Source: an optimization exercise on an open RTL-to-GDS flow (aim: small area, a short achievable clock period and few clock cycles). Production flows keep margins and buffers that such runs may drop. Only simulation tests tie the RTL to the original design; equivalence was not proved. Power figures rest on the tool's default switching activity, not on a simulated workload.

## rev 12
==> flow/design.v <==
module gomes_cursor (
    input  wire        clk,
    input  wire        rst,         
    input  wire        cmd_valid,
    output wire        cmd_ready,
    input  wire [7:0]  cmd_code,
    input  wire [63:0] cmd_a,       
    input  wire [3:0]  cmd_w,       
    input  wire [79:0] cmd_in,      
    input  wire [3:0]  cmd_avail,   
    output reg         rsp_valid,
    output reg  [3:0]  rsp_err,
    output wire [79:0] rsp_data,
    output reg  [3:0]  rsp_len,
    output reg  [1:0]  rsp_vstat
);
    localparam [3:0] E_OK           = 4'd0;
    localparam [3:0] E_TRUNCATED    = 4'd2;
    localparam [3:0] E_VARINT_OVF   = 4'd4;
    localparam [3:0] E_PRECONDITION = 4'd6;
    localparam [3:0] E_BAD_COMMAND  = 4'd9;
    reg strict;
    assign cmd_ready = 1'b1;
    function [3:0] therm_count(input [9:0] t);
        begin
            therm_count[3] = t[7];
            therm_count[2] = t[3] & ~t[7];
            therm_count[1] = (t[1] & ~t[3]) | (t[5] & ~t[7]) | t[9];
            therm_count[0] = (t[0] & ~t[1]) | (t[2] & ~t[3]) | (t[4] & ~t[5]) |
                             (t[6] & ~t[7]) | (t[8] & ~t[9]);
        end
    endfunction
    function [7:0] tag_char(input [5:0] g);
        tag_char = (g == 6'd0) ? 8'h20 : {1'b0, g[5], 1'b0, g[4:0]};
    endfunction
    wire c_zze  = (cmd_code == 8'h01);
    wire c_zzd  = (cmd_code == 8'h02);
    wire c_vwr  = (cmd_code == 8'h03);
    wire c_vrd  = (cmd_code == 8'h04);
    wire c_nwr  = (cmd_code == 8'h05);
    wire c_u8   = (cmd_code == 8'h06);
    wire c_u16  = (cmd_code == 8'h07);
    wire c_u32  = (cmd_code == 8'h08);
    wire c_f64  = (cmd_code == 8'h09);
    wire c_tagp = (cmd_code == 8'h10);
    wire c_tagu = (cmd_code == 8'h11);
    wire c_cfgw = (cmd_code == 8'h41);
    wire c_cfgr = (cmd_code == 8'h42);
    wire c_stat = (cmd_code == 8'h43);
    wire c_brst = (cmd_code == 8'h4F);
    wire c_bad  = ~(c_zze | c_zzd | c_vwr | c_vrd | c_nwr | c_u8 | c_u16 | c_u32 |
                    c_f64 | c_tagp | c_tagu | c_cfgw | c_cfgr | c_stat | c_brst);
    wire [9:0] av;
    genvar gi;
    generate
        for (gi = 0; gi < 10; gi = gi + 1) begin : g_av
            assign av[gi] = (cmd_avail > gi);
        end
    endgenerate
    wire [63:0] ze_raw = {cmd_a[62:0], 1'b0};
    wire [63:0] zd_raw = {1'b0, cmd_a[63:1]};
    wire        ze_s   = cmd_a[63];
    wire        zd_s   = cmd_a[0];
    wire [9:0] nz;         
    wire [9:0] vw_cont;    
    generate
        for (gi = 0; gi < 9; gi = gi + 1) begin : g_nz
            assign nz[gi] = ze_s ? ~&ze_raw[7*gi +: 7] : |ze_raw[7*gi +: 7];
        end
    endgenerate
    assign nz[9] = cmd_a[62] ^ cmd_a[63];
    assign vw_cont[9] = 1'b0;
    generate
        for (gi = 8; gi >= 0; gi = gi - 1) begin : g_cont
            assign vw_cont[gi] = nz[gi+1] | vw_cont[gi+1];
        end
    endgenerate
    wire [79:0] vw_data;
    generate
        for (gi = 0; gi < 8; gi = gi + 1) begin : g_vwd
            assign vw_data[8*gi +: 8] = {vw_cont[gi], ze_raw[7*gi +: 7]};
        end
    endgenerate
    assign vw_data[71:64] = {nz[9], ze_raw[62:56] ^ {7{ze_s}}};
    assign vw_data[79:72] = {7'd0, nz[9]};
    wire [3:0] vw_len = therm_count({vw_cont[8:0], 1'b1});
    wire [9:0] rc;         
    assign rc[0] = 1'b1;
    generate
        for (gi = 1; gi < 10; gi = gi + 1) begin : g_rc
            assign rc[gi] = rc[gi-1] & cmd_in[8*gi - 1];
        end
    endgenerate
    wire       b9_big = |cmd_in[78:73];                  
    wire [9:0] reach  = rc & av;                          
    wire [9:0] inc    = reach & {~b9_big, 9'h1FF};        
    wire       vr_short = |(rc & ~av);
    wire       vr_guard = reach[9] & (cmd_in[79] | b9_big);
    wire [3:0] vr_len   = therm_count(reach);
    wire       vr_err   = strict & (vr_short | vr_guard);
    wire [63:0] vr_acc;
    generate
        for (gi = 0; gi < 9; gi = gi + 1) begin : g_vra
            assign vr_acc[7*gi +: 7] = cmd_in[8*gi +: 7] & {7{inc[gi]}};
        end
    endgenerate
    assign vr_acc[63] = cmd_in[72] & inc[9];
    wire w1 = (cmd_w == 4'd1);
    wire w2 = (cmd_w == 4'd2);
    wire w4 = (cmd_w == 4'd4);
    wire w8 = (cmd_w == 4'd8);
    wire nw_ok = w1 | w2 | w4 | w8;
    function [63:0] bswap(input [63:0] s, input n1, input n2, input n4, input n8);
        integer j;
        begin
            bswap = 64'd0;
            for (j = 0; j < 8; j = j + 1) begin
                if (j < 1) bswap[8*j +: 8] = bswap[8*j +: 8] | ({8{n1}} & s[8*(0-j) +: 8]);
                if (j < 2) bswap[8*j +: 8] = bswap[8*j +: 8] | ({8{n2}} & s[8*(1-j) +: 8]);
                if (j < 4) bswap[8*j +: 8] = bswap[8*j +: 8] | ({8{n4}} & s[8*(3-j) +: 8]);
                bswap[8*j +: 8] = bswap[8*j +: 8] | ({8{n8}} & s[8*(7-j) +: 8]);
            end
        end
    endfunction
    wire rd_ok1 = c_u8  & av[0];
    wire rd_ok2 = c_u16 & av[1];
    wire rd_ok4 = c_u32 & av[3];
    wire rd_ok8 = c_f64 & av[7];
    wire rd_ok  = rd_ok1 | rd_ok2 | rd_ok4 | rd_ok8;
    wire rd_trunc = (c_u8 | c_u16 | c_u32 | c_f64) & ~rd_ok;
    wire [63:0] sw_data = bswap(cmd_a, c_nwr & w1, c_nwr & w2, c_nwr & w4, c_nwr & w8) |
                          bswap(cmd_in[63:0], rd_ok1, rd_ok2, rd_ok4, rd_ok8);
    wire [3:0] lab_on = {cmd_w > 4'd3, cmd_w > 4'd2, cmd_w > 4'd1, cmd_w > 4'd0};
    wire [23:0] tp_data;
    generate
        for (gi = 0; gi < 4; gi = gi + 1) begin : g_tp
            assign tp_data[23-6*gi -: 6] = {cmd_a[8*gi+6], cmd_a[8*gi +: 5]} & {6{lab_on[gi]}};
        end
    endgenerate
    wire [31:0] tu_data = {tag_char(cmd_a[5:0]),   tag_char(cmd_a[11:6]),
                           tag_char(cmd_a[17:12]), tag_char(cmd_a[23:18])};
    wire [79:0] n_data =
          ({80{c_zze}}  & {16'd0, ze_raw})
        | ({80{c_zzd}}  & {16'd0, zd_raw})
        | ({80{c_vwr}}  & vw_data)
        | ({80{c_vrd & ~vr_err}} & {16'd0, vr_acc})
        | {16'd0, sw_data}
        | ({80{c_nwr & ~nw_ok}} & {76'd0, cmd_w})
        | ({80{c_tagp}} & {56'd0, tp_data})
        | ({80{c_tagu}} & {48'd0, tu_data})
        | {79'd0, c_cfgr & strict}
        | ({80{c_bad}}  & {72'd0, cmd_code});
    wire [3:0] n_err =
          ({4{c_nwr & ~nw_ok}} & E_PRECONDITION)
        | ({4{rd_trunc | (c_vrd & strict & vr_short)}} & E_TRUNCATED)
        | ({4{c_vrd & strict & vr_guard}} & E_VARINT_OVF)
        | ({4{c_bad}} & E_BAD_COMMAND);
    wire [3:0] n_len =
          ({4{c_vwr}} & vw_len)
        | ({4{c_vrd & ~vr_err}} & vr_len)
        | ({4{c_nwr & nw_ok}} & cmd_w)
        | ({4{rd_ok1}} & 4'd1)
        | ({4{rd_ok2}} & 4'd2)
        | ({4{rd_ok4}} & 4'd4)
        | ({4{rd_ok8}} & 4'd8);
    wire [1:0] n_vstat = {2{c_vrd & ~strict}} & {vr_guard, vr_short};
    wire n_pz  = (c_zze & ze_s) | (c_zzd & zd_s);
    wire n_pzv = n_pz | (c_vwr & ze_s);
    reg [79:0] data_q;
    reg        pz_q, pzv_q;
    generate
        for (gi = 0; gi < 64; gi = gi + 1) begin : g_out
            if (gi % 8 == 7)
                assign rsp_data[gi] = data_q[gi] ^ pz_q;
            else
                assign rsp_data[gi] = data_q[gi] ^ pzv_q;
        end
    endgenerate
    assign rsp_data[79:64] = data_q[79:64];
    always @(posedge clk) begin
        rsp_valid <= cmd_valid & ~rst;
        rsp_err   <= n_err;
        data_q    <= n_data;
        pz_q      <= n_pz;
        pzv_q     <= n_pzv;
        rsp_len   <= n_len;
        rsp_vstat <= n_vstat;
        if (rst)
            strict <= 1'b0;
        else if (cmd_valid & c_cfgw)
            strict <= cmd_a[0];
        else if (cmd_valid & c_brst)
            strict <= 1'b0;
    end
endmodule
==> flow/config.mk <==
export PLATFORM = sky130hd
export DESIGN_NAME = gomes_cursor
export DESIGN_NICKNAME = gomes_cursor
export VERILOG_FILES = /design/flow/design.v
export SDC_FILE = /design/flow/constraint.sdc
export NUM_CORES = 4
export LEC_CHECK = 0
export ABC_AREA = 1
export CAP_MARGIN = 20
export CORE_MARGIN = 2
export CORE_UTILIZATION = 40
export PLACE_DENSITY = 0.6
export SLEW_MARGIN = 20
==> flow/constraint.sdc <==
create_clock -name core_clock -period 5.0 [get_ports {clk}]
set_input_delay 1.0000 -clock core_clock [delete_from_list [all_inputs] [get_ports {clk}]]
set_output_delay 1.0000 -clock core_clock [all_outputs]
set_load 0.01 [all_outputs]
run.sh (not shown) runs the stock make flow with config.mk's settings and CLKGATE_MAP_FILE= SYNTH_SCRIPT=/design/flow/synth_recipe.tcl, a recipe that flattens the netlist after the stock synthesis.
Rev 12 closes out successfully: all stages finished, all timing, DRC and antenna checks passed.
Testbench counts of rev 12, summed over its fixed seeds: cycles 4,808.
What rev 13 does differently from rev 12 at the input level:
Settings: SETUP_SLACK_MARGIN: unset -> 2.0.
==> flow/flow/run.sh (new file) <==
#!/bin/bash
# Standard ORFS layout, with the port buffers made of plain buffers (buf_1)
# instead of the delay cells buffer_ports picks by default, and sizing free to
# change a cell's footprint.
set -euo pipefail
bash standard.sh \
  BUFFER_PORTS_ARGS="-buffer_cell sky130_fd_sc_hd__buf_1" \
  MATCH_CELL_FOOTPRINT=0 \
  finish > flow_standard.log 2>&1
==> flow/standard.sh (new file) <==
#!/bin/bash
# synth_recipe.tcl (not shown) runs the flow's synth.tcl, then flattens the netlist and writes it again
# the make line also repeats each setting of config.mk as NAME=value (left out here)
make -C /OpenROAD-flow-scripts/flow DESIGN_CONFIG=/design/flow/config.mk WORK_HOME=/design/flow/orfs CLKGATE_MAP_FILE= SYNTH_SCRIPT=/design/flow/synth_recipe.tcl "${@:-finish}"
removed: flow/run.sh
### Flow results
- Power density over the cells (rev 13 vs. rev 12) increases by more than 10%
- Of the two values seen for cell with the largest stage delay on the worst path, sky130_fd_sc_hd__o21ai_0 was produced by rev 12 and sky130_fd_sc_hd__nor2_4 by rev 13.
- In the metrics for rev 13 and rev 12, the one carrying the lower post-route fraction of the period consumed by the critical path is rev 13.
- Combinational share of power, rev 13 and rev 12: smaller value in rev 13
- Taking rev 12 as the reference, in rev 13 residual DRC count essentially unchanged; maximum frequency increased 28%.

[separate check: timing with driven ports]
Ports are ideal in the flow. The routed layouts listed here were re-timed in OpenROAD. Step 1 assumes that a clkbuf_16 drives the clock port and a buf_2 every other input. Step 2 moves the port delays by t, midway between the first and last clock arrival at a register: inputs arrive t later, outputs are due t later. That takes back most of the time a late clock gives input paths. Slacks: no drivers / after step 1 / after step 2; pairs: no drivers / after step 1.
run	t (ns)	slack for setup (ns)	hold WS [ns]
rev 12	0.413	1.171 / 1.199 / 0.786	0.588 / 0.588 / 0.588
rev 13	0.409	2.015 / 2.043 / 1.634	0.582 / 0.582 / 0.582
After both steps setup and hold are still met in every run listed. For rev 12, which loses most, drivers alone change the setup slack by +0.028 ns; drivers and shift together by -0.385 ns.
